Background: an optimization exercise with open tools, aiming at small area, a short achievable clock period and few clock cycles. Do not read the settings as production practice.
Where RTL was checked, it was by simulation tests only, not by an equivalence proof against the original.
Function not checked in runs 1 and 2: the RTL went through the layout flow alone.
Power is estimated from default activity; no workload was simulated.

==> flow/design.v <==
module fha_rc_rom (
    input  wire [2:0]  round,
    input  wire [2:0]  lane,
    output wire [63:0] rc
);
    wire [63:0] dec = 64'd1 << {round, lane};
    assign rc[0] = |(dec & 64'hD9B5E8FEC331F555);
    assign rc[1] = |(dec & 64'h9C1A2B5C7252BB35);
    assign rc[2] = |(dec & 64'h4CD86A44D0BF2A8F);
    assign rc[3] = |(dec & 64'hDA02D7C243E8F4BD);
    assign rc[4] = |(dec & 64'hF67E38453A115892);
    assign rc[5] = |(dec & 64'hB0357DA7A34CBAEB);
    assign rc[6] = |(dec & 64'hB53B824C63D5196E);
    assign rc[7] = |(dec & 64'h8B07467D001A8B7B);
    assign rc[8] = |(dec & 64'h70D84AF25EEE748F);
    assign rc[9] = |(dec & 64'h47CFA1B597D719E0);
    assign rc[10] = |(dec & 64'h5FF4B2864A5E4C17);
    assign rc[11] = |(dec & 64'hD934EC0922567D81);
    assign rc[12] = |(dec & 64'hBEBF77C12D331E50);
    assign rc[13] = |(dec & 64'h2C39DE5135E226F2);
    assign rc[14] = |(dec & 64'h34575E265BA65817);
    assign rc[15] = |(dec & 64'h624199170838BBA9);
    assign rc[16] = |(dec & 64'hAACB3AED6C369D47);
    assign rc[17] = |(dec & 64'hABF6D53344D338A0);
    assign rc[18] = |(dec & 64'h11B240C4B22AC2E9);
    assign rc[19] = |(dec & 64'hFFA6F8163252FB3F);
    assign rc[20] = |(dec & 64'hBB1CC93E5087BCA3);
    assign rc[21] = |(dec & 64'hEA11F461CC223432);
    assign rc[22] = |(dec & 64'h1CEA3059FBCB4968);
    assign rc[23] = |(dec & 64'hE72113DCC8C45712);
    assign rc[24] = |(dec & 64'h5D27035F2BC789D3);
    assign rc[25] = |(dec & 64'h062E7148668E8249);
    assign rc[26] = |(dec & 64'h319EC1A039418E60);
    assign rc[27] = |(dec & 64'hF5022045AAEA24C1);
    assign rc[28] = |(dec & 64'hB119DE2E5FB9A679);
    assign rc[29] = |(dec & 64'hC82DCDA0D983162B);
    assign rc[30] = |(dec & 64'h0512D8454B8911B9);
    assign rc[31] = |(dec & 64'h8F9D03789704B086);
    assign rc[32] = |(dec & 64'hF9356CFE1A58B401);
    assign rc[33] = |(dec & 64'hA0FDB6A7F0B8D0D2);
    assign rc[34] = |(dec & 64'h9509934FCD81F660);
    assign rc[35] = |(dec & 64'h7E8C0C44F45916FF);
    assign rc[36] = |(dec & 64'h8E3BD3CEAFE3F5C5);
    assign rc[37] = |(dec & 64'hB056E8BA7E1C18DB);
    assign rc[38] = |(dec & 64'h4FFFA1D8E3C12C12);
    assign rc[39] = |(dec & 64'h2C8B4A20DFE48F48);
    assign rc[40] = |(dec & 64'h41D33C3AB14EE0B4);
    assign rc[41] = |(dec & 64'hCB9A14884EA3C8E2);
    assign rc[42] = |(dec & 64'h0861E90EBC0AEC26);
    assign rc[43] = |(dec & 64'h0E9C409B3CACC77F);
    assign rc[44] = |(dec & 64'hA4078ED4F842A1EE);
    assign rc[45] = |(dec & 64'hEC90629784D4BD09);
    assign rc[46] = |(dec & 64'h34D6F3B540D42704);
    assign rc[47] = |(dec & 64'hCA7CD4D11A6D147B);
    assign rc[48] = |(dec & 64'h948603C9C0F3B938);
    assign rc[49] = |(dec & 64'h096BB3182A2EEC68);
    assign rc[50] = |(dec & 64'h8F2DF63583466584);
    assign rc[51] = |(dec & 64'h1894A7F3C78BE63A);
    assign rc[52] = |(dec & 64'hB8F60477BF48AE12);
    assign rc[53] = |(dec & 64'h350A21B9D5459713);
    assign rc[54] = |(dec & 64'hBA652F1FFBC64D26);
    assign rc[55] = |(dec & 64'h2C366D801C428BEC);
    assign rc[56] = |(dec & 64'h3AED869AC77346B0);
    assign rc[57] = |(dec & 64'hCAAF4EC4B2123B37);
    assign rc[58] = |(dec & 64'h7E0975E3A1C5F5C6);
    assign rc[59] = |(dec & 64'h5AC8F0E92579215A);
    assign rc[60] = |(dec & 64'h6D894A24C39D4338);
    assign rc[61] = |(dec & 64'hDD17E068F465474B);
    assign rc[62] = |(dec & 64'hB64DB0DC6DDB0EAB);
    assign rc[63] = |(dec & 64'h9ECC3104737AFA89);
endmodule
module fha_round_s1 (
    input  wire [7:0]  sel,      
    input  wire [63:0] w0,
    input  wire [63:0] w1,
    input  wire [63:0] w2,
    input  wire [63:0] w3,
    input  wire [63:0] a0,
    input  wire [63:0] b0,
    input  wire [63:0] b1,
    output wire [63:0] a_out,
    output wire [63:0] ra_out
);
    function [63:0] rotl;
        input [63:0] v;
        input integer n;
        rotl = (v << n) | (v >> (64 - n));
    endfunction
    wire [63:0] p = ({64{sel[0]}} & rotl(w1, 63)) | ({64{sel[1]}} & rotl(w1, 19)) |
                    ({64{sel[2]}} & rotl(w1, 39)) | ({64{sel[3]}} & rotl(w1, 15)) |
                    ({64{sel[4]}} & rotl(w1, 23)) | ({64{sel[5]}} & rotl(w1, 31)) |
                    ({64{sel[6]}} & rotl(w1, 11)) | ({64{sel[7]}} & rotl(a0, 5));
    fha_add64 u_add1 (.a(w0), .b(p), .s(a_out));
    wire [63:0] q = ({64{sel[0]}} & rotl(w3, 39)) | ({64{sel[1]}} & rotl(w3, 15)) |
                    ({64{sel[2]}} & rotl(w3, 23)) | ({64{sel[3]}} & rotl(w3, 31)) |
                    ({64{sel[4]}} & rotl(w3, 11)) | ({64{sel[5]}} & rotl(a0, 5));
    wire [63:0] a_k2;
    fha_add64 u_add2 (.a(w2), .b(q), .s(a_k2));
    assign ra_out = ({64{sel[0]}} & rotl(a_k2, 64 - 21)) | ({64{sel[1]}} & rotl(a_k2, 64 - 3)) |
                    ({64{sel[2]}} & rotl(a_k2, 64 - 31)) | ({64{sel[3]}} & rotl(a_k2, 64 - 33)) |
                    ({64{sel[4]}} & rotl(a_k2, 64 - 45)) | ({64{sel[5]}} & rotl(a_k2, 64 - 5)) |
                    ({64{sel[6]}} & rotl(b0, 64 - 17)) | ({64{sel[7]}} & rotl(b1, 64 - 7));
endmodule
module fha_round_s2 (
    input  wire [63:0] a,
    input  wire [63:0] ra,
    input  wire [63:0] rc,
    output wire [63:0] b_out,
    output wire [63:0] c_out
);
    assign b_out = a ^ ra;
    fha_add64 u_add3 (.a(b_out), .b(rc), .s(c_out));
endmodule
module fha_add64 (
    input  wire [63:0] a,
    input  wire [63:0] b,
    output wire [63:0] s
);
    reg [63:0] g, p;
    integer l, i;
    always @* begin
        g = a & b;
        p = a ^ b;
        for (l = 0; l < 6; l = l + 1)
            for (i = 0; i < 64; i = i + 1)
                if (((i + 1) % (2 << l)) == 0) begin
                    g[i] = g[i] | (p[i] & g[i - (1 << l)]);
                    p[i] = p[i] & p[i - (1 << l)];
                end
        for (l = 4; l >= 0; l = l - 1)
            for (i = 3 * (1 << l) - 1; i < 64; i = i + (2 << l)) begin
                g[i] = g[i] | (p[i] & g[i - (1 << l)]);
                p[i] = p[i] & p[i - (1 << l)];
            end
    end
    assign s = a ^ b ^ {g[62:0], 1'b0};
endmodule
module fha_sponge (
    input  wire        clk,
    input  wire        rst,         
    input  wire        bus_we,
    input  wire [1:0]  bus_addr,
    input  wire [31:0] bus_wdata,
    output reg  [31:0] bus_rdata
);
    localparam [3:0] ERR_NONE     = 4'h0;
    localparam [3:0] ERR_BUSY     = 4'h1;
    localparam [3:0] ERR_ILLEGAL  = 4'h2;
    localparam [3:0] ERR_CONFIG   = 4'h3;
    localparam [3:0] ERR_SEQUENCE = 4'h4;
    localparam [1:0] S_IDLE = 2'd0;    
    localparam [1:0] S_CMD  = 2'd1;    
    localparam [1:0] S_PERM = 2'd2;    
    localparam [1:0] S_INIT = 2'd3;    
    reg [1:0]    fsm;
    reg [14:0]   pend;    
    reg [2:0]    rnd;
    reg [2:0]    stp;
    reg [7:0]    soh;     
    reg [7:0]    s1oh;    
    reg          pre;     
    reg [63:0]   xl;      
    reg [63:0]   f1a;     
    reg [63:0]   f1r;     
    reg [511:0]  ra;      
    reg [511:0]  rb;      
    reg [2:0]    aoff;
    reg [2:0]    boff;
    reg          rot_a;   
    reg          rot_b;   
    reg [63:0]   tacc;
    reg [63:0]   a0r;
    reg [63:0]   b0r;
    reg [63:0]   b1r;
    reg [6:0]    fill;
    reg [6:0]    outpos;
    reg          rsel;
    reg          v;
    reg          sqz;
    reg [3:0]    err;
    reg [7:0]    dout;
    wire busy = (fsm != S_IDLE);
    wire [6:0] rate = rsel ? 7'd96 : 7'd64;
    wire cmd_write = bus_we && (bus_addr == 2'd0);
    wire rotp = rot_a || rot_b;
    wire exec = !rotp && ((fsm == S_IDLE) ? cmd_write : (fsm == S_CMD));
    wire [31:0] w = bus_wdata;
    wire [14:0] wdec = {w[15:8], (w[23:16] == 8'h60), (w[23:16] == 8'h40) || (w[23:16] == 8'h60),
                        (w == 32'h0000_0005), (w == 32'h0000_0004), (w == 32'h0000_0003),
                        (w[7:0] == 8'h02) && (w[31:16] == 16'h0000),
                        (w[7:0] == 8'h01) && (w[31:24] == 8'h00)};
    wire [14:0] cmd = busy ? pend : wdec;
    wire [7:0] arg = cmd[14:7];
    wire is_init   = cmd[0];
    wire is_absorb = cmd[1];
    wire is_final  = cmd[2];
    wire is_sqbyte = cmd[3];
    wire is_clrerr = cmd[4];
    wire ratef_ok  = cmd[5];
    wire is_legal  = is_init | is_absorb | is_final | is_sqbyte | is_clrerr;
    wire e_illegal = !is_legal;
    wire e_config  = is_init && !ratef_ok;
    wire e_seq     = ((is_absorb || is_final || is_sqbyte) && !v) || (is_sqbyte && !sqz);
    wire ok_abs    = is_absorb && v;
    wire ok_fin    = is_final && v;
    wire ok_sq     = is_sqbyte && v && sqz;
    wire sq_perm   = ok_sq && (outpos == rate);
    wire [3:0] lk  = is_sqbyte ? outpos[6:3] : fill[6:3];
    wire [2:0] bi  = is_sqbyte ? outpos[2:0] : fill[2:0];
    wire acc = lk[3] ? (boff == lk[2:0]) : (aoff == lk[2:0]);
    wire do_abs  = ok_abs && acc;
    wire do_fin  = ok_fin && acc;
    wire do_sq   = ok_sq && !sq_perm && acc;
    wire seek    = (ok_abs || ok_fin || (ok_sq && !sq_perm)) && !acc;
    wire abs_end = do_abs && (fill + 7'd1 == rate);
    wire lane_end = (do_abs || do_sq) && (bi == 3'd7);
    wire exec_done = e_illegal || is_clrerr || e_config || e_seq ||
                     (do_abs && !abs_end) || do_sq;
    wire exec_perm = abs_end || do_fin || sq_perm;
    wire perm_go   = (fsm == S_PERM) && (aoff == 3'd0) && (boff == 3'd0);
    wire pre_step  = perm_go && pre;
    wire perm_step = perm_go && !pre;
    wire init_step = (fsm == S_INIT);
    wire [63:0] rc;
    wire [63:0] f_a, f_r, f_b, f_c;
    fha_rc_rom u_rom (.round(rnd), .lane(stp), .rc(rc));
    fha_round_s1 u_f1 (
        .sel(s1oh),
        .w0(rb[63:0]), .w1(rb[127:64]), .w2(rb[191:128]), .w3(rb[255:192]),
        .a0(a0r), .b0(b0r), .b1(b1r),
        .a_out(f_a), .ra_out(f_r)
    );
    fha_round_s2 u_f2 (.a(f1a), .ra(f1r), .rc(rc), .b_out(f_b), .c_out(f_c));
    wire [63:0] t_all = tacc ^ f_c;
    wire [63:0] tg = (perm_step && soh[7]) ? t_all : 64'd0;
    function [63:0] rotl;
        input [63:0] x;
        input integer n;
        rotl = (x << n) | (x >> (64 - n));
    endfunction
    wire [511:0] tcor = {rotl(tg, 1), rotl(tg, 7), rotl(tg, 47), rotl(tg, 63),
                         rotl(tg, 5), rotl(tg, 51), rotl(tg, 45), rotl(tg, 25)};
    wire head_b = lk[3];
    wire [7:0] xbyte = do_abs ? arg : 8'h01;
    wire [63:0] xlane = (exec && (do_abs || do_fin)) ? ({56'd0, xbyte} << {bi, 3'b000}) : 64'd0;
    wire pad2 = exec && do_fin;
    wire [2:0] p2pos_a = 3'd7 - aoff;
    wire [2:0] p2pos_b = 3'd3 - boff;
    wire [7:0] p2a = (pad2 && !rsel) ? (8'd1 << p2pos_a) : 8'd0;
    wire [7:0] p2b = (pad2 &&  rsel) ? (8'd1 << p2pos_b) : 8'd0;
    wire [63:0] xa = head_b ? 64'd0 : xlane;
    wire [63:0] xb = head_b ? xlane : 64'd0;
    wire ex_rot = exec && (fsm == S_CMD) && seek;
    wire sh_a = perm_step || init_step || (ex_rot && !head_b) || rot_a ||
                ((fsm == S_PERM) && (aoff != 3'd0));
    wire sh_b = perm_go || init_step || (ex_rot && head_b) || rot_b ||
                ((fsm == S_PERM) && (boff != 3'd0));
    reg [63:0] init_lane;
    always @* begin
        case (stp)
            3'd0: init_lane = 64'h0000004141414141;
            3'd1: init_lane = 64'h0000424242424242;
            3'd2: init_lane = 64'h0000434343434343;
            3'd3: init_lane = {56'd0, pend[14:7]};
            default: init_lane = 64'd0;
        endcase
    end
    wire [63:0] a_head = ra[63:0] ^ xa;
    wire [63:0] b_head = rb[63:0] ^ xb;
    wire [63:0] a_in = perm_step ? xl : init_step ? init_lane : ra[63:0];
    wire [63:0] b_in = perm_step ? (ra[63:0] ^ f_c ^ tcor[511:448]) :
                       init_step ? 64'd0 : rb[63:0];
    reg [511:0] ra_n, rb_n;
    integer k;
    always @* begin
        ra_n = ra;
        rb_n = rb;
        if (sh_a) begin
            ra_n = {a_in, ra[511:64]};
        end else begin
            ra_n[63:0] = a_head;
            for (k = 0; k < 8; k = k + 1)
                ra_n[64*k + 63] = ra_n[64*k + 63] ^ p2a[k];
        end
        if (sh_b) begin
            rb_n = {b_in, rb[511:64] ^ tcor[447:0]};
        end else begin
            rb_n[63:0] = b_head;
            for (k = 0; k < 8; k = k + 1)
                rb_n[64*k + 63] = rb_n[64*k + 63] ^ p2b[k];
        end
    end
    wire perm_last = perm_step && (rnd == 3'd7) && (stp == 3'd7);
    wire init_last = init_step && (stp == 3'd7);
    wire completing = (exec && exec_done) || perm_last || init_last;
    wire accept = cmd_write && (!busy || completing);
    always @(posedge clk) begin
        ra <= ra_n;
        rb <= rb_n;
        xl <= rb[63:0];
        f1a <= f_a;
        tacc <= soh[0] ? f_c : t_all;    
        f1r <= f_r;
        if (pre_step) begin
            pre  <= 1'b0;
            s1oh <= {s1oh[6:0], s1oh[7]};
        end
        if (sh_a && !perm_step && !init_step) aoff <= aoff + 3'd1;
        if (sh_b && !perm_go && !init_step) boff <= boff + 3'd1;
        if (perm_step) begin
            stp  <= stp + 3'd1;
            soh  <= {soh[6:0], soh[7]};
            if (!soh[7]) s1oh <= {s1oh[6:0], s1oh[7]};
            if (soh[7]) begin
                rnd <= rnd + 3'd1;
                pre <= 1'b1;
            end
            if (soh[0]) begin
                a0r <= f1a;
                b0r <= f_b;
            end
            if (soh[1]) b1r <= f_b;
        end
        if (init_step) stp <= stp + 3'd1;
        rot_a <= exec && lane_end && !head_b;
        rot_b <= exec && lane_end && head_b;
        if (rst) begin
            rot_a  <= 1'b0;
            rot_b  <= 1'b0;
            fsm    <= S_IDLE;
            fill   <= 7'd0;
            outpos <= 7'd0;
            rsel   <= 1'b0;
            v      <= 1'b0;
            sqz    <= 1'b0;
            err    <= ERR_NONE;
            dout   <= 8'h00;
            aoff   <= 3'd0;
            boff   <= 3'd0;
        end else begin
            if (exec && is_clrerr)
                err <= ERR_NONE;
            else if (err == ERR_NONE) begin
                if (exec && e_illegal)      err <= ERR_ILLEGAL;
                else if (exec && e_config)  err <= ERR_CONFIG;
                else if (exec && e_seq)     err <= ERR_SEQUENCE;
                else if (cmd_write && busy && !completing) err <= ERR_BUSY;
            end
            if (exec && do_abs && !abs_end) begin
                fill <= fill + 7'd1;
                sqz  <= 1'b0;
            end
            if (exec && do_sq) begin
                dout   <= bi[2] ? (bi[1] ? (bi[0] ? (head_b ? rb[63:56] : ra[63:56]) : (head_b ? rb[55:48] : ra[55:48]))
                                         : (bi[0] ? (head_b ? rb[47:40] : ra[47:40]) : (head_b ? rb[39:32] : ra[39:32])))
                                : (bi[1] ? (bi[0] ? (head_b ? rb[31:24] : ra[31:24]) : (head_b ? rb[23:16] : ra[23:16]))
                                         : (bi[0] ? (head_b ? rb[15:8]  : ra[15:8])  : (head_b ? rb[7:0]   : ra[7:0])));
                outpos <= outpos + 7'd1;
            end
            if (exec && exec_perm) begin
                rnd <= 3'd0;
                stp <= 3'd0;
                soh <= 8'd1;
                s1oh <= 8'd1;
                pre <= 1'b1;
            end
            if (exec && is_init && ratef_ok)
                stp <= 3'd0;
            if (perm_last) begin
                if (pend[1]) begin                     
                    fill <= 7'd0;
                    sqz  <= 1'b0;
                end else if (pend[2]) begin            
                    fill   <= 7'd0;
                    outpos <= 7'd0;
                    sqz    <= 1'b1;
                end else begin                         
                    dout   <= ra[71:64];
                    outpos <= 7'd1;
                end
            end
            if (init_last) begin
                fill   <= 7'd0;
                outpos <= 7'd0;
                sqz    <= 1'b0;
                v      <= 1'b1;
                rsel   <= pend[6];
                aoff   <= 3'd0;
                boff   <= 3'd0;
            end
            if (accept) pend <= wdec;
            if (accept && busy) begin
                fsm <= S_CMD;
            end else if (exec) begin
                if (exec_done)              fsm <= S_IDLE;
                else if (exec_perm)         fsm <= S_PERM;
                else if (is_init)           fsm <= S_INIT;
                else                        fsm <= S_CMD;
            end else if (accept) begin
                fsm <= S_CMD;        
            end else if (completing) begin
                fsm <= S_IDLE;
            end
        end
    end
    wire [31:0] status = {9'd0, outpos, 1'b0, fill, err, rsel, sqz, v, busy};
    wire rd_status = !bus_addr[1] &&  bus_addr[0];
    wire rd_dout   =  bus_addr[1] && !bus_addr[0];
    always @* begin
        bus_rdata = ({32{rd_status}} & status) | ({32{rd_dout}} & {24'd0, dout});
    end
endmodule
==> flow/flow/run.sh <==
#!/bin/bash
# Standard layout, with timing repair aiming for a setup slack of 11 ns
# (a tighter target than the 20 ns clock) so the achieved period improves.
set -euo pipefail
bash standard.sh SETUP_SLACK_MARGIN=11 finish > layout.log 2>&1
==> flow/standard.sh <==
#!/bin/bash
# synth_recipe.tcl (not shown) runs the flow's synth.tcl, then flattens the netlist and writes it again
# the make line also repeats each setting of config.mk as NAME=value (left out here)
make -C /OpenROAD-flow-scripts/flow DESIGN_CONFIG=/design/flow/config.mk WORK_HOME=/design/flow/orfs CLKGATE_MAP_FILE= SYNTH_SCRIPT=/design/flow/synth_recipe.tcl "${@:-finish}"
==> flow/config.mk <==
export PLATFORM = sky130hd
export DESIGN_NAME = fha_sponge
export DESIGN_NICKNAME = fha_sponge
export VERILOG_FILES = /design/flow/design.v
export SDC_FILE = /design/flow/constraint.sdc
export NUM_CORES = 8
export LEC_CHECK = 0
export ABC_CLOCK_PERIOD_IN_PS = 9000
export CAP_MARGIN = 30
export CORE_MARGIN = 2
export CORE_UTILIZATION = 40
export CTS_BUF_LIST = sky130_fd_sc_hd__clkbuf_8
export SLEW_MARGIN = 30
==> flow/constraint.sdc <==
create_clock -name core_clock -period 20.0 [get_ports {clk}]
set_input_delay 4.0000 -clock core_clock [delete_from_list [all_inputs] [get_ports {clk}]]
set_output_delay 4.0000 -clock core_clock [all_outputs]
set_load 0.01 [all_outputs]
==> results of run 1 <==
==> final cells by class <==
cell class	count	area [um^2]
flip-flops and latches	1548	41930
fillers	18310	106500
diodes	14	35.03
well taps	2624	3283
clock buffers	313	4308
multi-input cells	4860	34550
clock inverters	185	885.9
repair buffers	282	2519
inverters	255	959.7
==> how the worst min path moves through the flow <==
stage,start,to,slack (ns),cells past startpoint
after floorplan,rb[62]$_DFF_P_,xl[62]$_DFF_P_,0.36,0
after global placement,ra[297]$_DFFE_PP_,ra[233]$_DFFE_PP_,0.40,0
after detailed placement,ra[178]$_DFFE_PP_,ra[114]$_DFFE_PP_,0.40,0
after CTS,rb[62]$_DFF_P_,xl[62]$_DFF_P_,0.36,0
after global routing,rb[62]$_DFF_P_,xl[62]$_DFF_P_,0.39,0
final,rb[62]$_DFF_P_,xl[62]$_DFF_P_,0.39,0
==> state kept, by name, indices dropped and copies added, names as in the netlist, 3 cells and up <==
name and count:
dout 8, aoff 3, fill 7, f1r 64, rnd 3, err 3
rb 512, s1oh 8, boff 3, ra 512, stp 3, b0r 64
tacc 64, outpos 7, soh 8, pend 15, a0r 64, f1a 64
b1r 64, xl 64
==> per-stage QoR <==
stage	std cells	power [W]	utilization
floorplan	7118	0.003914	-
global placement	9548	0.004101	0.4230
detailed placement	9550	0.004115	0.4245
CTS	10060	0.006942	0.4520
global route	10070	0.007128	0.4536
finish	10080	0.006946	0.4537
==> cell usage after synthesis (9+ instances only) <==
cell      count  area, um^2
and4_1       13       113.9
o21ai_1      64       320.3
clkbuf_1    351        1318
dfxtp_1     459        9189
nand4_2       9       112.6
edfxtp_1   1089       32700
nor4_1       52       325.3
nand2_1     697        2616
o21bai_1     18       135.1
buf_2        24       120.1
a311oi_1     12       105.1
a211o_1      12       105.1
nor2_1      365        1370
o211ai_1     60       450.4
nor2b_1      86       538.0
a31oi_1      22       137.6
or4_1        17       127.6
nand4_1     183        1145
nand3_1     295        1476
or3_1        13       81.33
buf_4        13       97.59
buf_1        70       262.8
nand3b_1     11       82.58
xor2_1      179        1568
o21a_1       22       165.2
o21ai_0     244        1221
and2_1       32       200.2
inv_1       253       949.7
a211oi_1     23       172.7
nand2b_1     19       118.9
a22oi_1     604        4534
a21o_1       72       540.5
fa_1         96        1922
nor3b_1      11       82.58
a21oi_1     215        1076
a222oi_1     56       560.5
a221oi_1     18       157.7
ha_1        207        2590
mux2i_1      67       670.6
o22ai_1      24       150.1
and3_1       33       206.5
xnor2_1     785        6875
nor3_1       70       350.3
==> power by group <==
part,internal [W],switching [W]
Sequential,0.00348,0.0000718
Clock,0.00149,0.00138
Combinational,0.000226,0.000307
Total,0.00519,0.00176
==> cell families (layout without fill, tap and decap cells) <==
group,Yosys count,in the layout
XOR/XNOR,968,968
adder cells (fa/ha/maj),303,303
flip-flops,1548,1548
AO/OA/AOI/OAI,1543,1543
AND/OR/NAND/NOR,1957,1960
multiplexers,76,76
buffers and inverters,713,1035
other,1,24
==> layer usage <==
layer | part of all wire | wire length (um) | vias to the layer above | track usage
met2 | 0.39 | 162600 | 5150 | 0.5464
met4 | 0.067 | 27870 | 46 | 0.2271
met5 | 0.00069 | 289 | - | 0
li1 | - | - | 26260 | -
met3 | 0.14 | 56490 | 1133 | 0.1452
met1 | 0.41 | 169900 | 32770 | 0.5678
==> critical path: cells and delay by family (launching register included) <==
family / cells / cell delay, ns
flops: 1 / 0.61
fa+ha+maj: 2 / 0.99
compound gates: 8 / 1.55
xor+xnor: 3 / 1.07
buf+inv: 4 / 1.37
simple gates: 9 / 3.35
==> repair_timing <==
item,in CTS,in global routing
buffers inserted,8,2
gates resized for setup,47,25
pin swaps,0,1
gates cloned,4,2
endpoints found under the setup margin,532,542
endpoints found under the hold margin,0,0
==> qor.txt, run 1 <==
status - finished clean
CTS H-Tree Depth - 5
# hold bufs at CTS - 0
Max-Cap Viols - 0
Post-Synth Adder-Cell Area - 0.05746
Tmin final - 9.098 ns
Die Footprint - 199900 um^2
Period Utilization, post-route - 0.4549
layout cells sized above 1 - 0.1017
Pleak - 32.18 nW
clk_skew - 0.09739 ns
Hold/Removal Path Class - flip-flop to flip-flop
Sink Count - 1548
Fin. Hold Viols - 0
yosys warns - 3
vias in the first global route - 60080
post-synthesis compound-gate area fraction - 0.1340
Max stage delay on crit path - 0.68 ns
pre-CTS setup slack - 9.388 ns
first-pass GRT wire length - 549400 um
GP Congestion - 1.052
Avg Inst Size Synth - 11.05 um^2
xor and xnor fraction of the mapped netlist area - 0.1087
CTS tree - yes
die height - 447.1 um
clock slew at reported path FFs - 0.07 ns
GRT overflow - 0
final setup violation count - 0
number of I/O pins - 69
ANT nets after route - 0
CP endpoint kind - flip-flop
drt wl/cell - 41.38 um
flop2flop setup slack - 10.90 ns
reg2reg start - rnd[2]$_DFF_P_
clock root buffer master - clkbuf_8
Max Slew Vio Count - 0
worst rel slew slack - 0.2409
Synth Area in Simple Gates - 0.1208
total wire length - 417100 um
main flop type after synthesis - edfxtp_1
most frequent cells in the layout - edfxtp_1 (1089), xnor2_1 (774), nand2_1 (679)
Critical Path Source - rnd[2]$_DFF_P_
row cnt - 162
starting DRC count in detailed routing - 12100
largest net degree at the start of global routing - 179
Setup TNS - 0 ns
worst setup path category - flip-flop to flip-flop
Residual DRC - 0
worst vdd ir - 62.18 uV
main combinational cell family by area after synthesis - compound AO/OA/AOI/OAI gates
clk buf depth - 4
Worst setup SP type - flip-flop
WP data required - 20.93 ns
Cell Pwr Density - 78.51 nW/um^2
WP data arrival - 10.03 ns
vias after detailed routing - 65370
core area - 195000 um^2
Slowest cell on crit path - nor4_1
R2R cell count - 26
Die Span X - 447.1 um
Final Cell Area - 88470 um^2
Post-Synthesis Cells - 7109
Worst-Skew Late Latency - 1.06 ns
most common cell after layout, fill and taps aside - edfxtp_1
Nets - 7572
final setup margin - 10.90 ns
RSZ-0062 raised after global routing - false
ys async rst share - 0
Post-DP Area - 82780 um^2
FF-to-FF End - rb[12]$_DFF_P_
Buffers on Ports - 58
Mapped Area - 78520 um^2
highest clock rate - 109.9 MHz
Pre-antenna DRT Iters - 10
initial antenna violation count - 64
Worst Max-Slew Pin Slew - 1.139 ns
estimated wirelength of the detail-placed design - 310500 um
final worst hold slack - 0.3947 ns
Cell variety after synth - 95
total global-route track usage - 0.4086
mux cell area share after synthesis - 0.01044
area delta synth->final - 12.67%
sequential-to-total area share from yosys stat - 0.5335
Worst setup endpoint - rb[12]$_DFF_P_
number of synthesized flops with an enable pin - 1089
Synth Register Bits - 1548
crit-path max FO - 28
initial core utilization - 0.4027
DR vias/cell - 6.484
total CTS buffers - 285
==> inputs of run 2 (changes only) <==
--- a/flow/design.v
+++ b/flow/design.v
@@ -218,5 +218,6 @@
                      (do_abs && !abs_end) || do_sq;
     wire exec_perm = abs_end || do_fin || sq_perm;
-    wire perm_go   = (fsm == S_PERM) && (aoff == 3'd0) && (boff == 3'd0);
+    wire a_next0   = (aoff == 3'd0) || (aoff == 3'd7);    
+    wire perm_go   = (fsm == S_PERM) && (boff == 3'd0) && (pre ? a_next0 : (aoff == 3'd0));
     wire pre_step  = perm_go && pre;
     wire perm_step = perm_go && !pre;
@@ -268,7 +269,7 @@
     wire [63:0] a_head = ra[63:0] ^ xa;
     wire [63:0] b_head = rb[63:0] ^ xb;
-    wire [63:0] a_in = perm_step ? xl : init_step ? init_lane : ra[63:0];
+    wire [63:0] a_in = perm_step ? xl : init_step ? init_lane : a_head;
     wire [63:0] b_in = perm_step ? (ra[63:0] ^ f_c ^ tcor[511:448]) :
-                       init_step ? 64'd0 : rb[63:0];
+                       init_step ? 64'd0 : b_head;
     reg [511:0] ra_n, rb_n;
     integer k;
@@ -300,5 +301,4 @@
         xl <= rb[63:0];
         f1a <= f_a;
-        tacc <= soh[0] ? f_c : t_all;    
         f1r <= f_r;
         if (pre_step) begin
@@ -308,4 +308,5 @@
         if (sh_a && !perm_step && !init_step) aoff <= aoff + 3'd1;
         if (sh_b && !perm_go && !init_step) boff <= boff + 3'd1;
+        tacc <= soh[0] ? f_c : t_all;    
         if (perm_step) begin
             stp  <= stp + 3'd1;
@@ -405,8 +406,10 @@
     end
     wire [31:0] status = {9'd0, outpos, 1'b0, fill, err, rsel, sqz, v, busy};
-    wire rd_status = !bus_addr[1] &&  bus_addr[0];
-    wire rd_dout   =  bus_addr[1] && !bus_addr[0];
     always @* begin
-        bus_rdata = ({32{rd_status}} & status) | ({32{rd_dout}} & {24'd0, dout});
+        case (bus_addr)
+            2'd1:    bus_rdata = status;
+            2'd2:    bus_rdata = {24'd0, dout};
+            default: bus_rdata = 32'd0;
+        endcase
     end
 endmodule
==> flow/flow/run.sh (replaced) <==
#!/bin/bash
# Standard layout, with timing repair aiming for a setup slack of 11 ns
# (a tighter target than the 20 ns clock) so the achieved period improves.
set -euo pipefail
bash standard.sh SETUP_SLACK_MARGIN=11.3 finish > layout.log 2>&1
--- a/flow/config.mk
+++ b/flow/config.mk
@@ -10,4 +10,5 @@
 export CORE_MARGIN = 2
 export CORE_UTILIZATION = 40
-export CTS_BUF_LIST = sky130_fd_sc_hd__clkbuf_8
+export CTS_CLUSTER_DIAMETER = 60
+export CTS_CLUSTER_SIZE = 25
 export SLEW_MARGIN = 30
==> run 2 against run 1 <==
Against the previous run: sequential power fell by 1%; combinational power shrank 47%; synthesized area decreased by 0.10%; sequential cell count stayed put; via count fell by 2.0%; global-route usage fell by 0.55 points; power fell by 7.9%; utilization down 0.20 points; synthesized cell count is 1.0% lower; routed wire length fell by 1.4%; sequential share of layout area up 0.21 points; non-clock buffer count rose by 51; critical endpoint is now bus_rdata[21].
==> qor.txt, run 2 <==
final setup violation count - 0 (unchanged)
main flop type after synthesis - edfxtp_1
Worst Max-Slew Pin Slew - 1.220 ns (+0.08089 ns)
ys async rst share - 0 (unchanged)
Sink Count - 1548 (unchanged)
worst path cell trace - buf_8, inv_8, ha_4, buf_6, buf_4, buf_6, and3_1, buf_2
Tmin final - 8.925 ns (-0.1730 ns)
WP data required - 16.00 ns (-4.93 ns)
total wire length - 411100 um (-1.4%)
vias after detailed routing - 64070 (-2.0%)
WP data arrival - 4.92 ns (-5.11 ns)
number of synthesized flops with an enable pin - 1089 (unchanged)
most common cell in the netlist - edfxtp_1
biggest regs - ra: 512 flops, rb: 512 flops
initial core utilization - 0.4023 (-0.0004171)
Area contributors post-synth - edfxtp_1 (42%), dfxtp_1 (12%), a22oi_1 (5.9%)
fin cells - 9782 (-3.0%)
Residual DRC - 0 (unchanged)
most frequent cells in the layout - edfxtp_1 (1089), a22oi_1 (614), nand2_1 (566)
Cell Pwr Density - 72.62 nW/um^2 (-7.5%)
Max-Cap Viols - 0 (unchanged)
clock root buffer master - clkbuf_16
status - finished clean
RSZ-0062 raised after global routing - true
row cnt - 162 (unchanged)
highest clock rate - 112.1 MHz (+1.9%)
Buffers on Ports - 58 (unchanged)
Fin. Hold Viols - 0 (unchanged)
Slowest cell on crit path - ha_4
Int Power - 0.004860 W (-6.3%)
total CTS buffers - 117 (-59%)
DR vias/cell - 6.550 (+1.0%)
clk_skew - 0.09405 ns (-0.003341 ns)
Period Utilization, post-route - 0.4462 (-0.008650)
Post-Synthesis Cells - 7035 (-1.0%)
area fraction of the dominant cell type after synthesis - 0.4169 (+0.0004318)
most common cell after layout, fill and taps aside - edfxtp_1
worst vdd ir - 73.89 uV (+19%)
ANT nets after route - 0 (unchanged)
CTS tree - yes
Worst-Skew Late Latency - 0.85 ns (-0.21 ns)
worst rel slew slack - 0.1842 (-0.05668)
first-pass GRT wire length - 541400 um (-1.5%)
layout cells sized above 1 - 0.09922 (-0.002490)
Yosys top cell by area - edfxtp_1
Setup TNS - 0 ns (unchanged)
Max stage delay on crit path - 0.16 ns (-0.52 ns)
NetSw - 0.001536 W (-13%)
final worst hold slack - 0.3980 ns (+0.003249 ns)
GRT overflow - 0 (unchanged)
starting DRC count in detailed routing - 12160 (+0.47%)
vias in the first global route - 59260 (-1.4%)
Gate power share - 0.044 (-0.033)
Die Span X - 446.8 um (about the same)
Max Slew Vio Count - 0 (unchanged)
Synth Register Bits - 1548 (unchanged)
Worst setup SP type - input pin
CTS H-Tree Depth - 3 (-2)
Nets - 7388 (-2.4%)
Die Footprint - 199700 um^2 (-0.10%)
worst setup path category - input pin to output pin
Commonest cells post-synth - edfxtp_1 (1089), a22oi_1 (620), nand2_1 (577), xnor2_1 (503), xor2_1 (468)
yosys warns - 3 (unchanged)
Hold/Removal Path Class - flip-flop to flip-flop
switch share - 0.2401 (-0.01288)
pre-CTS setup slack - 9.654 ns (+0.2663 ns)
Pre-antenna DRT Iters - 14 (+4)
initial antenna violation count - 34 (-47%)
Cell variety after synth - 92 (-3.2%)
final setup margin - 11.08 ns (+0.1730 ns)
Sequential Power Share - 0.547 (+0.036)
CP endpoint kind - output pin
GP Congestion - 1.051 (about the same)
estimated wirelength of the detail-placed design - 310900 um (+0.14%)
drt wl/cell - 42.03 um (+1.6%)
number of I/O pins - 69 (unchanged)
placed cell count - 9527 (-0.24%)
total global-route track usage - 0.4032 (-0.005453)
most frequent CP cell - buf_6
core area - 195000 um^2 (unchanged)
Pleak - 32.58 nW (+1.2%)
area delta synth->final - 12.28%
clk buf depth - 3 (-1)
Clk pwr share - 0.409 (-0.004)
largest net degree at the start of global routing - 104 (-42%)
Mapped Area - 78440 um^2 (-0.10%)
Avg Inst Size Synth - 11.15 um^2 (+0.95%)
die height - 446.8 um (about the same)
Pwr Total - 0.006396 W (-7.9%)
crit-path max FO - 7 (-75%)
clock slew at reported path FFs - 0.09 ns (+0.02 ns)
sequential-to-total area share from yosys stat - 0.5340 (+0.0005531)
## run 2: cell count changes after synthesis, moves of 44 or more
cell / delta
xor2_1: +289
xnor2_1: -282
nand2_1: -120
nor3_1: +101
o21ai_1: -60
mux2i_1: -46
o21ai_0: -44
## run 2: path summary, 6_finish.rpt
path,startpoint,endpoint,slack [ns],depth (start not counted)
hold / removal,ra[227]$_DFFE_PP_,ra[163]$_DFFE_PP_,0.40,0
hold reg to reg,ra[227]$_DFFE_PP_,ra[163]$_DFFE_PP_,0.40,0
setup reg to reg,stp[2]$_DFF_P_,rb[14]$_DFF_P_,11.43,26
setup / recovery,bus_addr[1],bus_rdata[21],11.08,8
## run 2: final cells by class
cell class	count	area, um^2
repair buffers	333	2899
inverters	246	945.9
well taps	2624	3283
multi-input cells	4799	34660
flip-flops and latches	1548	41930
fillers	18080	106900
diodes	12	30.03
clock buffers	140	3179
clock inverters	80	1147
## run 2: metal layers
metal | GRT usage | vias to the layer above | wire, um | share of wire
met5 | 0 | - | 166 | 0.00040
met4 | 0.2956 | 26 | 38290 | 0.093
met3 | 0.1119 | 1233 | 47020 | 0.11
met2 | 0.5833 | 4838 | 170700 | 0.42
met1 | 0.5152 | 31980 | 155000 | 0.38
li1 | - | 26000 | - | -
## run 2: logic make-up after synthesis
| family | count (synthesis) | share of synthesized area |
|---|---|---|
| multiplexers | 52 | 0.007242 |
| AO/OA/AOI/OAI | 1495 | 0.1346 |
| XOR/XNOR | 972 | 0.1086 |
| AND/OR/NAND/NOR | 1960 | 0.1226 |
| other | 1 | 0.00004781 |
| buffers and inverters | 701 | 0.03485 |
| adder cells (fa/ha/maj) | 306 | 0.05800 |
| flip-flops | 1548 | 0.5340 |
## run 2: worst max-delay path, delay by kind of cell
| family | cells | cell delay, ns |
|---|---|---|
| adders and majority gates | 1 | 0.16 |
| and+or+nand+nor | 1 | 0.13 |
| buffers and inverters | 6 | 0.62 |
## run 2: power groups by stage
stage / clock (W) / sequential [W] / combinational, W
global route: 0.00275 / 0.00350 / 0.000303
global placement: 0 / 0.00356 / 0.000261
detailed placement: 0 / 0.00357 / 0.000267
floorplan: 0 / 0.00356 / 0.000199
finish: 0.00262 / 0.00350 / 0.000282
CTS: 0.00264 / 0.00349 / 0.000276
## run 2: stage by stage
stage               utilization  instance area, um^2
CTS                      0.4504                87830
global route             0.4515                88040
global placement         0.4242                82720
detailed placement       0.4258                83040
floorplan                     -                78580
finish                   0.4517                88070
## run 2: repair_timing
item,in CTS,in global routing
buffers inserted,11,3
hold buffers,0,0
resized for setup,187,27
pin swaps,20,8
gates cloned,5,2
endpoints found under the setup margin,444,524
==> inputs of run 3 (changes only) <==
--- a/flow/design.v
+++ b/flow/design.v
@@ -218,6 +218,5 @@
                      (do_abs && !abs_end) || do_sq;
     wire exec_perm = abs_end || do_fin || sq_perm;
-    wire a_next0   = (aoff == 3'd0) || (aoff == 3'd7);    
-    wire perm_go   = (fsm == S_PERM) && (boff == 3'd0) && (pre ? a_next0 : (aoff == 3'd0));
+    wire perm_go   = (fsm == S_PERM) && (aoff == 3'd0) && (boff == 3'd0);
     wire pre_step  = perm_go && pre;
     wire perm_step = perm_go && !pre;
@@ -308,5 +307,4 @@
         if (sh_a && !perm_step && !init_step) aoff <= aoff + 3'd1;
         if (sh_b && !perm_go && !init_step) boff <= boff + 3'd1;
-        tacc <= soh[0] ? f_c : t_all;    
         if (perm_step) begin
             stp  <= stp + 3'd1;
@@ -317,4 +315,5 @@
                 pre <= 1'b1;
             end
+            tacc <= soh[0] ? f_c : t_all;
             if (soh[0]) begin
                 a0r <= f1a;
==> flow/flow/run.sh (replaced) <==
#!/bin/bash
# Standard layout, with timing repair aiming for a setup slack of 11.3 ns
# (a tighter target than the 20 ns clock) so the achieved period improves.
set -euo pipefail
bash standard.sh SETUP_SLACK_MARGIN=11.3 finish > layout.log 2>&1
--- a/flow/config.mk
+++ b/flow/config.mk
@@ -9,5 +9,5 @@
 export CAP_MARGIN = 30
 export CORE_MARGIN = 2
-export CORE_UTILIZATION = 40
+export CORE_UTILIZATION = 45
 export CTS_CLUSTER_DIAMETER = 60
 export CTS_CLUSTER_SIZE = 25
==> run 3 against run 2 <==
Against the previous run: still clean; non-clock buffer count fell by 69; via count is 0.54% lower; sequential power is about 10% higher; largest power group unchanged.
==> qor.txt, run 3 <==
initial antenna violation count - 24 (-29%)
Area contributors post-synth - edfxtp_1 (44%), dfxtp_1 (10%), xnor2_1 (8.7%)
Hold/Removal Path Class - flip-flop to flip-flop
Mapped Area - 78610 um^2 (+0.21%)
Sink Count - 1548 (unchanged)
Buffers on Ports - 58 (unchanged)
Pre-antenna DRT Iters - 9 (-5)
filler cell count - 15380 (-15%)
CP endpoint kind - output pin
die height - 422.0 um (-5.6%)
GRT overflow - 0 (unchanged)
estimated wirelength of the detail-placed design - 293200 um (-5.7%)
starting DRC count in detailed routing - 12140 (-0.15%)
status - finished clean
ys async rst share - 0 (unchanged)
area fraction of the dominant cell type after synthesis - 0.4404 (+0.02356)
Layout Utilization - 0.5031 (+0.05141)
# hold bufs at CTS - 0 (unchanged)
register area - 42560 um^2 (+1.5%)
Slowest cell on crit path - ha_4
most frequent CP cell - buf_6
Die Span X - 422.0 um (-5.6%)
WP data required - 16.00 ns (about the same)
multi-input logic area - 34190 um^2 (-1.4%)
ANT nets after route - 0 (unchanged)
Setup TNS - 0 ns (unchanged)
Period Utilization, post-route - 0.4431 (-0.003120)
RSZ-0062 raised after global routing - true
Max Slew Vio Count - 0 (unchanged)
Pleak - 31.03 nW (-4.8%)
GP Congestion - 1.046 (-0.49%)
layout cells sized above 1 - 0.08966 (-0.009553)
sequential-to-total area share from yosys stat - 0.5410 (+0.007010)
highest clock rate - 112.8 MHz (+0.70%)
Max stage delay on crit path - 0.33 ns (+0.17 ns)
core area - 173600 um^2 (-11%)
vias in the first global route - 58620 (-1.1%)
total CTS buffers - 112 (-4.3%)
CTS H-Tree Depth - 3 (unchanged)
yosys warns - 3 (unchanged)
worst rel slew slack - 0.1767 (-0.007518)
Post-DP Area - 82310 um^2 (-0.87%)
Final Cell Area - 87350 um^2 (-0.82%)
Fin. Hold Viols - 0 (unchanged)
WP data arrival - 4.86 ns (-0.06 ns)
final setup violation count - 0 (unchanged)
largest net degree at the start of global routing - 163 (+57%)
CTS tree - yes
Worst Max-Slew Pin Slew - 1.231 ns (+0.01124 ns)
total wire length - 393800 um (-4.2%)
main flop type after synthesis - edfxtp_1
worst path cell trace - buf_8, inv_6, ha_4, buf_6, and3_4, buf_6
drt wl/cell - 42.14 um (+0.28%)
area delta synth->final - 11.12%
Detail Route met2 WL - 160700 um (-5.8%)
row cnt - 153 (-5.6%)
worst setup path category - input pin to output pin
DR vias/cell - 6.819 (+4.1%)
initial core utilization - 0.4527 (+0.05046)
clk buf depth - 3 (unchanged)
total global-route track usage - 0.4314 (+0.02824)
number of I/O pins - 69 (unchanged)
Cell Pwr Density - 111.5 nW/um^2 (+54%)
number of synthesized flops with an enable pin - 1153 (+5.9%)
first-pass GRT wire length - 522000 um (-3.6%)
Max-Cap Viols - 0 (unchanged)
final worst hold slack - 0.4127 ns (+0.01472 ns)
most common cell in the netlist - edfxtp_1
most common cell after layout, fill and taps aside - edfxtp_1
biggest regs - ra: 512 flops, rb: 512 flops
worst vdd ir - 114.4 uV (+55%)
Post-Synthesis Cells - 6953 (-1.2%)
Residual DRC - 0 (unchanged)
clock slew at reported path FFs - 0.10 ns (about the same)
Synth Register Bits - 1548 (unchanged)
Commonest cells post-synth - edfxtp_1 (1153), xnor2_1 (777), nand2_1 (646), a22oi_1 (618), dfxtp_1 (395)
Worst setup SP type - input pin
Cell variety after synth - 86 (-6.5%)
top sig layer - met5
most frequent cells in the layout - edfxtp_1 (1153), xnor2_1 (769), nand2_1 (631)
Worst-Skew Late Latency - 0.84 ns (about the same)
Nets - 7251 (-1.9%)
wl on met1 - 145100 um (-6.4%)
met3 wire length - 48820 um (+3.8%)
vias after detailed routing - 63730 (-0.54%)
Avg Inst Size Synth - 11.31 um^2 (+1.4%)
Die Footprint - 178000 um^2 (-11%)
clk_skew - 0.06577 ns (-0.02828 ns)
clock root buffer master - clkbuf_16
Tmin final - 8.862 ns (-0.06240 ns)
Yosys top cell by area - edfxtp_1
crit-path max FO - 5 (-2)
## run 3: changes by cell type in the layout (fill, tap and decap cells not counted), moves of 38 or more
cell	previous run	this run
nor2_1	326	273
dfxtp_1	448	386
xnor2_1	494	769
o221ai_1	27	65
nor3_1	162	80
nand2_1	566	631
edfxtp_1	1089	1153
o211ai_1	78	31
xor2_1	451	163
o21ai_1	10	50
buf_4	250	174
## run 3: worst paths after layout
path / startpoint / to / slack (ns) / cells after the start
setup / recovery: bus_addr[0] / bus_rdata[20] / 11.14 / 6
hold / removal: ra[302]$_DFFE_PP_ / ra[238]$_DFFE_PP_ / 0.41 / 0
setup reg to reg: rnd[1]$_DFF_P_ / rb[14]$_DFF_P_ / 11.35 / 25
hold reg to reg: ra[302]$_DFFE_PP_ / ra[238]$_DFFE_PP_ / 0.41 / 0
## run 3: per-layer routing
layer / vias to the layer above / track usage
li1: 25600 / -
met1: 31720 / 0.5547
met2: 5177 / 0.6080
met3: 1216 / 0.1281
met4: 14 / 0.3332
met5: - / 0
## run 3: critical path: cells and delay by family
| family | cells | cell delay [ns] |
|---|---|---|
| adders and majority gates | 1 | 0.33 |
| buffers and inverters | 4 | 0.35 |
| and+or+nand+nor | 1 | 0.18 |
## run 3: report_power, final
| part | total [W] | internal (W) | switching (W) | leakage (nW) |
|---|---|---|---|---|
| clock | 0.00256 | 0.00118 | 0.00138 | 1.98 |
| combinational | 0.00332 | 0.00107 | 0.00225 | 15.4 |
| sequential | 0.00386 | 0.00363 | 0.000232 | 13.6 |
## run 3: repair_timing
action	in CTS	in global routing
pin swaps	7	7
setup buffers	6	0
gates resized for setup	182	54
endpoints found under the setup margin	1098	593
gates cloned	10	1
## run 3: cells by family after synthesis
logic type,synth area share
and+or+nand+nor,0.1179
DFF,0.5410
AOI/OAI and AO/OA,0.1344
xor gates and xnor gates,0.1079
buffers and inverters,0.03416
adders and majority gates,0.05787
muxes,0.006605
other,0.00004770
## run 3: metrics by stage
step,power [W],setup WS [ns],std cells
after floorplan,0.005461,11.31,6962
after global placement,0.006977,8.700,9100
after detailed placement,0.007017,8.504,9102
after CTS,0.009555,11.16,9328
after global routing,0.009887,11.10,9329
final,0.009743,11.14,9345
## run 3: area by class of cell
cell class                      instances  area share
Sequential cell                      1548      0.4873
Multi-Input combinational cell       4720      0.3914
Tap cell                             2325     0.03330
Clock buffer                          123     0.03290
Timing Repair Buffer                  264     0.02815
Clock inverter                         87     0.01435
Inverter                              258     0.01180
Antenna cell                           16   0.0004584
Timing Repair inverter                  4   0.0004011
Testbench counts of run 3, summed over its fixed seeds: cycles 36,595.
==> inputs of run 4 (changes only) <==
--- a/flow/config.mk
+++ b/flow/config.mk
@@ -9,5 +9,5 @@
 export CAP_MARGIN = 30
 export CORE_MARGIN = 2
-export CORE_UTILIZATION = 45
+export CORE_UTILIZATION = 40
 export CTS_CLUSTER_DIAMETER = 60
 export CTS_CLUSTER_SIZE = 25
==> run 4 against run 3 <==
Against the previous run: register-to-register slack better by 0.12 ns; utilization down 5.3 points; still clean on timing, DRC and antenna; sequential power about the same; cell area up 0.59%; first-iteration DRC count down 4.8%; clock power up 4%; global-route usage down 4.0 points.
==> qor.txt, run 4 <==
status - finished clean
row cnt - 162 (+5.9%)
RSZ-0062 raised after global routing - true
Sink Count - 1548 (unchanged)
Cell Pwr Density - 112.5 nW/um^2 (+0.90%)
total CTS buffers - 115 (+2.7%)
Int Power - 0.005929 W (+0.91%)
clock root buffer master - clkbuf_16
estimated wirelength of the detail-placed design - 298700 um (+1.9%)
Slowest cell on crit path - ha_4
vias after detailed routing - 63270 (-0.71%)
Mapped Area - 78610 um^2 (unchanged)
number of synthesized flops with an enable pin - 1153 (unchanged)
Post-Synthesis Cells - 6953 (unchanged)
Pre-antenna DRT Iters - 13 (+4)
CTS tree - yes
CTS H-Tree Depth - 3 (unchanged)
core area - 195200 um^2 (+12%)
Residual DRC - 0 (unchanged)
area fraction of the dominant cell type after synthesis - 0.4404 (unchanged)
Worst-Skew Late Latency - 0.85 ns (about the same)
Buffers on Ports - 58 (unchanged)
min-delay src - ra[224]$_DFFE_PP_
number of I/O pins - 69 (unchanged)
switch share - 0.4004 (+0.003424)
Die Span X - 447.3 um (+6.0%)
Area contributors post-synth - edfxtp_1 (44%), dfxtp_1 (10%), xnor2_1 (8.7%)
Commonest cells post-synth - edfxtp_1 (1153), xnor2_1 (777), nand2_1 (646), a22oi_1 (618), dfxtp_1 (395)
most frequent cells in the layout - edfxtp_1 (1153), xnor2_1 (765), nand2_1 (628)
Max-Cap Viols - 0 (unchanged)
final setup violation count - 0 (unchanged)
Max Slew Vio Count - 0 (unchanged)
Cell variety after synth - 86 (unchanged)
Gate power share - 0.341 (about the same)
FF-to-FF End - rb[511]$_DFF_P_
DR vias/cell - 6.551 (-3.9%)
CP endpoint kind - output pin
Worst Max-Slew Pin Slew - 1.197 ns (-0.03415 ns)
worst rel slew slack - 0.1995 (+0.02284)
starting DRC count in detailed routing - 11560 (-4.8%)
initial core utilization - 0.4027 (-0.05002)
Die Footprint - 200100 um^2 (+12%)
main flop type after synthesis - edfxtp_1
clk buf depth - 3 (unchanged)
Synth Register Bits - 1548 (unchanged)
Nets - 7259 (+0.11%)
Pleak - 31.13 nW (+0.33%)
WHS Path Cells - 0 (unchanged)
worst path cell trace - buf_8, inv_6, ha_4, buf_6, and3_1, buf_2
crit-path max FO - 8 (+3)
Hold/Removal Path Class - flip-flop to flip-flop
pre-CTS setup slack - 9.293 ns (+0.7884 ns)
worst vdd ir - 100.3 uV (-12%)
most common cell after layout, fill and taps aside - edfxtp_1
flop2flop setup slack - 11.47 ns (+0.12 ns)
reg2reg start - stp[2]$_DFF_P_
first-pass GRT wire length - 527900 um (+1.1%)
drt wl/cell - 41.38 um (-1.8%)
GRT overflow - 0 (unchanged)
area delta synth->final - 11.77%
register area - 42560 um^2 (unchanged)
highest clock rate - 113.1 MHz (+0.20%)
Avg Inst Size Synth - 11.31 um^2 (unchanged)
worst setup path category - input pin to output pin
WHS Endpoint - ra[160]$_DFFE_PP_
Yosys top cell by area - edfxtp_1
R2R cell count - 26 (+4.0%)
WP data required - 16.00 ns (about the same)
initial antenna violation count - 25 (+4.2%)
Tmin final - 8.845 ns (-0.01740 ns)
Period Utilization, post-route - 0.4422 (-0.0008700)
vias in the first global route - 57970 (-1.1%)
ANT nets after route - 0 (unchanged)
Max stage delay on crit path - 0.32 ns (about the same)
ys async rst share - 0 (unchanged)
total global-route track usage - 0.3919 (-0.03951)
largest net degree at the start of global routing - 151 (-7.4%)
NetSw - 0.003959 W (+2.4%)
GP Congestion - 1.067 (+2.0%)
filler cell count - 18010 (+17%)
clk_skew - 0.07086 ns (+0.005095 ns)
Worst setup SP type - input pin
layout cells sized above 1 - 0.09148 (+0.001816)
clock slew at reported path FFs - 0.10 ns (about the same)
# hold bufs at CTS - 0 (unchanged)
Sequential Power Share - 0.389 (-0.007)
multi-input logic area - 34140 um^2 (-0.13%)
Clk pwr share - 0.270 (+0.007)
WP data arrival - 4.84 ns (-0.02 ns)
biggest regs - ra: 512 flops, rb: 512 flops
Setup TNS - 0 ns (unchanged)
yosys warns - 3 (unchanged)
final setup margin - 11.16 ns (+0.01740 ns)
total wire length - 399700 um (+1.5%)
die height - 447.3 um (+6.0%)
sequential-to-total area share from yosys stat - 0.5410 (unchanged)
Fin. Hold Viols - 0 (unchanged)
most common cell in the netlist - edfxtp_1
[run 4: cell types whose count changed in the layout (fill, tap and decap cells not counted), moves of 5 or more]
cell	delta
xnor2_2	+6
inv_16	+5
buf_4	+5
buf_8	+6
[run 4: per-stage QoR]
| step | total power (W) | cell area [um^2] | cells | hold slack, ns | utilization |
|---|---|---|---|---|---|
| after detailed placement | 0.007059 | 82780 | 9404 | 0.4045 | 0.4241 |
| after global routing | 0.01003 | 87840 | 9650 | 0.4071 | 0.4500 |
| after CTS | 0.009695 | 87470 | 9633 | 0.3929 | 0.4481 |
| final | 0.009888 | 87860 | 9658 | 0.3947 | 0.4501 |
| after floorplan | 0.005461 | 78680 | 6962 | 0.3508 | - |
| after global placement | 0.007013 | 82450 | 9398 | 0.4000 | 0.4224 |
[run 4: power by group through the flow]
stage | sequential, W | combinational [W] | clock (W)
floorplan | 0.00376 | 0.00171 | 0
global placement | 0.00390 | 0.00311 | 0
detailed placement | 0.00390 | 0.00316 | 0
CTS | 0.00383 | 0.00319 | 0.00268
global route | 0.00384 | 0.00340 | 0.00279
finish | 0.00385 | 0.00337 | 0.00267
[run 4: what timing repair did]
item / 4_1_cts / 5_1_grt
pin swaps: 10 / 6
gates resized for setup: 182 / 37
gates cloned: 2 / 2
endpoints found under the setup margin: 867 / 764
setup buffers: 8 / 4
[run 4: metal layers]
metal  share of wire  wire length, um  vias up  global-route usage
li1                -                -    25610                   -
met2            0.41           165200     4784              0.5588
met5         0.00059              236        -            0.004396
met1            0.38           153500    31780              0.5186
met3            0.11            43580     1083             0.09002
met4           0.093            37180       16              0.2911
[run 4: cell families after synthesis]
kind of cell,Yosys count,synth area share
AOI/OAI and AO/OA,1512,0.1344
xor gates and xnor gates,968,0.1079
adders and majority gates,306,0.05787
buffers and inverters,694,0.03416
DFF,1548,0.5410
muxes,50,0.006605
other,1,0.00004770
and+or+nand+nor,1874,0.1179
[run 4: worst max-delay path: cells and delay by family]
kind	cells	cell delay [ns]
fa+ha+maj	1	0.32
buf+inv	4	0.38
simple gates	1	0.15
[run 4: cell type report]
type / count / area share
repair buffers: 271 / 0.02783
inverters: 258 / 0.01185
clock inverters: 93 / 0.01561
multi-input cells: 4720 / 0.3886
repair inverters: 2 / 0.0001994
flip-flops and latches: 1548 / 0.4844
clock buffers: 126 / 0.03369
diodes: 16 / 0.0004557
well taps: 2624 / 0.03737
[run 4: worst max-delay path by stage]
stage | startpoint | to | slack [ns]
final | bus_addr[1] | bus_rdata[8] | 11.16
after global routing | bus_addr[1] | bus_rdata[8] | 11.12
after CTS | bus_addr[1] | bus_rdata[16] | 11.17
after detailed placement | bus_wdata[12] | ra[52]$_DFF_P_ | 9.29
after global placement | bus_wdata[12] | ra[170]$_DFFE_PP_ | 9.25
after floorplan | bus_addr[0] | bus_rdata[0] | 11.31
==> inputs of run 5 (changes only) <==
--- a/flow/config.mk
+++ b/flow/config.mk
@@ -7,8 +7,8 @@
 export LEC_CHECK = 0
 export ABC_CLOCK_PERIOD_IN_PS = 9000
-export CAP_MARGIN = 30
+export CAP_MARGIN = 10
 export CORE_MARGIN = 2
 export CORE_UTILIZATION = 40
 export CTS_CLUSTER_DIAMETER = 60
 export CTS_CLUSTER_SIZE = 25
-export SLEW_MARGIN = 30
+export SLEW_MARGIN = 10
==> run 5 against run 4 <==
Against the previous run: power about the same; via count barely moved; global-route usage hardly changed; clock-buffer cell count grew 1; setup slack got worse by 0.013 ns; routed wire length increased by 0.20%; synthesized cell count unchanged; hold slack worse by 0.0086 ns; utilization shrank 0.094 points; critical path type unchanged; critical endpoint is now bus_rdata[12].
==> qor.txt, run 5 <==
RSZ-0062 raised after global routing - true
Pleak - 31.05 nW (-0.25%)
main combinational cell family by area after synthesis - compound AO/OA/AOI/OAI gates
R2R cell count - 23 (-12%)
Cell Pwr Density - 112.8 nW/um^2 (+0.26%)
Sequential Power Share - 0.389 (about the same)
vias in the first global route - 57940 (-0.055%)
status - finished clean
initial antenna violation count - 29 (+16%)
Pre-antenna DRT Iters - 11 (-2)
total CTS buffers - 116 (+0.87%)
area delta synth->final - 11.54%
WHS Path Cells - 0 (unchanged)
Max Slew Vio Count - 0 (unchanged)
most common cell after layout, fill and taps aside - edfxtp_1
CTS H-Tree Depth - 3 (unchanged)
largest net degree at the start of global routing - 151 (unchanged)
Die Span X - 447.3 um (unchanged)
Synth Register Bits - 1548 (unchanged)
WP data required - 16.00 ns (about the same)
total wire length - 400500 um (+0.20%)
crit-path max FO - 7 (-1)
number of I/O pins - 69 (unchanged)
vias after detailed routing - 63240 (-0.058%)
most common cell in the netlist - edfxtp_1
GRT overflow - 0 (unchanged)
Setup TNS - 0 ns (unchanged)
clk buf depth - 3 (unchanged)
Die Footprint - 200100 um^2 (unchanged)
total global-route track usage - 0.3923 (+0.0004245)
Nets - 7253 (-0.083%)
ANT nets after route - 0 (unchanged)
Cell variety after synth - 86 (unchanged)
mux cell area share after synthesis - 0.006605 (unchanged)
clock root buffer master - clkbuf_16
GP Congestion - 1.067 (unchanged)
main flop type after synthesis - edfxtp_1
yosys warns - 3 (unchanged)
NetSw - 0.003945 W (-0.34%)
first-pass GRT wire length - 528900 um (+0.18%)
worst rel slew slack - 0.05488 (-0.1447)
biggest regs - ra: 512 flops, rb: 512 flops
Commonest cells post-synth - edfxtp_1 (1153), xnor2_1 (777), nand2_1 (646), a22oi_1 (618), dfxtp_1 (395)
switch share - 0.3988 (-0.001560)
final setup violation count - 0 (unchanged)
most frequent cells in the layout - edfxtp_1 (1153), xnor2_1 (772), nand2_1 (639)
xor and xnor fraction of the mapped netlist area - 0.1079 (unchanged)
Period Utilization, post-route - 0.4429 (+0.0006400)
initial core utilization - 0.4027 (unchanged)
worst setup path category - input pin to output pin
row cnt - 162 (unchanged)
Worst Max-Slew Pin Slew - 1.413 ns (+0.2162 ns)
Yosys top cell by area - edfxtp_1
CP endpoint kind - output pin
Int Power - 0.005948 W (+0.31%)
ys async rst share - 0 (unchanged)
filler cell count - 18110 (+0.55%)
Residual DRC - 0 (unchanged)
estimated wirelength of the detail-placed design - 298200 um (-0.17%)
post-synthesis compound-gate area fraction - 0.1344 (unchanged)
WP data arrival - 4.86 ns (+0.02 ns)
CTS tree - yes
drt wl/cell - 41.45 um (+0.16%)
highest clock rate - 112.9 MHz (-0.15%)
core area - 195200 um^2 (unchanged)
Synth Area in Simple Gates - 0.1179 (unchanged)
Post-Synth Adder-Cell Area - 0.05787 (unchanged)
Mapped Area - 78610 um^2 (unchanged)
clk_skew - 0.08669 ns (+0.01582 ns)
Tmin final - 8.858 ns (+0.01280 ns)
Hold/Removal Path Class - flip-flop to flip-flop
clock slew at reported path FFs - 0.09 ns (about the same)
Fin. Hold Viols - 0 (unchanged)
DR vias/cell - 6.545 (about the same)
die height - 447.3 um (unchanged)
area fraction of the dominant cell type after synthesis - 0.4404 (unchanged)
Avg Inst Size Synth - 11.31 um^2 (unchanged)
final worst hold slack - 0.3861 ns (-0.008595 ns)
Gate power share - 0.338 (-0.003)
Clk pwr share - 0.273 (+0.003)
starting DRC count in detailed routing - 11640 (+0.76%)
Area contributors post-synth - edfxtp_1 (44%), dfxtp_1 (10%), xnor2_1 (8.7%)
Buffers on Ports - 58 (unchanged)
Post-Synthesis Cells - 6953 (unchanged)
# hold bufs at CTS - 0 (unchanged)
worst vdd ir - 96.90 uV (-3.4%)
Worst setup SP type - input pin
number of synthesized flops with an enable pin - 1153 (unchanged)
Sink Count - 1548 (unchanged)
Max-Cap Viols - 0 (unchanged)
sequential-to-total area share from yosys stat - 0.5410 (unchanged)
Worst-Skew Late Latency - 0.86 ns (about the same)
layout cells sized above 1 - 0.08655 (-0.004926)
## run 5: changes by cell type in the layout (fill, tap and decap cells not counted), moves of 7 or more
cell | previous run | this run
buf_6 | 29 | 36
diode_2 | 16 | 25
nand2_1 | 628 | 639
nand2_2 | 16 | 5
xnor2_1 | 765 | 772
xnor2_2 | 12 | 5
xor2_1 | 167 | 185
xor2_2 | 24 | 6
## run 5: what timing repair did
item | in CTS | in global routing
buffers inserted | 7 | 6
resized for setup | 198 | 40
cloned | 4 | 1
setup endpoints to repair | 918 | 757
pin swaps | 17 | 8
## run 5: final timing paths
path	end	from	slack, ns
worst min-delay path	ra[263]$_DFFE_PP_	ra[327]$_DFFE_PP_	0.39
worst max register to register	rb[462]$_DFFE_PN_	stp[1]$_DFF_P_	11.35
worst min register to register	ra[263]$_DFFE_PP_	ra[327]$_DFFE_PP_	0.39
worst max-delay path	bus_rdata[12]	bus_addr[1]	11.14
## run 5: area by class of cell
| class | count | area, um^2 | share of cell area |
|---|---|---|---|
| Antenna cell | 25 | 62.56 | 0.0007135 |
| Clock buffer | 127 | 3038 | 0.03465 |
| Clock inverter | 94 | 1379 | 0.01573 |
| Inverter | 258 | 1039 | 0.01184 |
| Multi-Input combinational cell | 4720 | 33940 | 0.3871 |
| Sequential cell | 1548 | 42560 | 0.4854 |
| Tap cell | 2624 | 3283 | 0.03744 |
| Timing Repair Buffer | 263 | 2355 | 0.02686 |
| Timing Repair inverter | 3 | 26.28 | 0.0002997 |
## run 5: logic make-up (layout without fill, tap and decap cells)
logic type | count (synthesis) | after routing
flip-flops | 1548 | 1548
AND/OR/NAND/NOR | 1874 | 1874
other | 1 | 35
multiplexers | 50 | 50
adder cells (fa/ha/maj) | 306 | 306
buffers and inverters | 694 | 745
AO/OA/AOI/OAI | 1512 | 1512
XOR/XNOR | 968 | 968
## run 5: metal layers
metal  track usage  vias up  share of wire
li1              -    25620              -
met1        0.5255    31810           0.39
met2        0.5586     4734           0.41
met3       0.08157     1064           0.11
met4        0.2921       16          0.093
met5             0        -        0.00027
## run 5: metrics by stage
stage	std cells	worst slack (ns)	utilization	area, um^2	total power, W
2_1_floorplan	6962	11.31	-	78680	0.005461
3_3_place_gp	9398	9.255	0.4224	82450	0.007013
3_5_place_dp	9398	9.140	0.4224	82450	0.007033
4_1_cts	9630	11.17	0.4474	87330	0.009707
5_1_grt	9649	11.11	0.4490	87650	0.01001
6_report	9662	11.14	0.4492	87680	0.009893
## run 5: worst max-delay path: stages
cell and delay (ns):
buf_8 0.09, inv_6 0.04, ha_4 0.32, buf_6 0.13, and3_4 0.18, buf_6 0.10
## run 5: power by group through the flow
stage | clock, W | combinational (W) | sequential [W]
6_report | 0.00270 | 0.00334 | 0.00385
5_1_grt | 0.00282 | 0.00336 | 0.00383
4_1_cts | 0.00272 | 0.00316 | 0.00383
3_5_place_dp | 0 | 0.00313 | 0.00390
3_3_place_gp | 0 | 0.00311 | 0.00390
2_1_floorplan | 0 | 0.00171 | 0.00376

-- what the ideal ports hide --
Ports are ideal in the flow. The routed layouts listed here were re-timed in OpenROAD. Step 1 sets driving cells, clkbuf_16 on the clock port and buf_2 on the other inputs (assumed; they add their load-dependent delay and slew). Step 2 adds t to the input delays and takes it off the output delays; t is the mean of the earliest and latest rising clock arrival at the registers after step 1. Input paths then give back, and output paths get back, about the clock's delay inside the block. Slacks: ideal / step 1 / step 2; pairs: ideal / step 1.
run | t (ns) | slack for setup (ns) | slew at the worst register clock pin (ns)
run 1 | 1.108 | 10.903 / 10.903 / 10.140 | 0.08 / 0.08
run 2 | 0.880 | 11.075 / 11.022 / 10.565 | 0.10 / 0.10
run 3 | 0.902 | 11.138 / 11.073 / 10.557 | 0.10 / 0.10
run 4 | 0.908 | 11.155 / 11.095 / 10.468 | 0.10 / 0.10
run 5 | 0.902 | 11.142 / 11.090 / 10.507 | 0.10 / 0.10
After both steps every run listed still meets setup and hold. The setup slack of run 1, which loses most, moves by 0.000 ns with the drivers and by -0.763 ns with both steps.
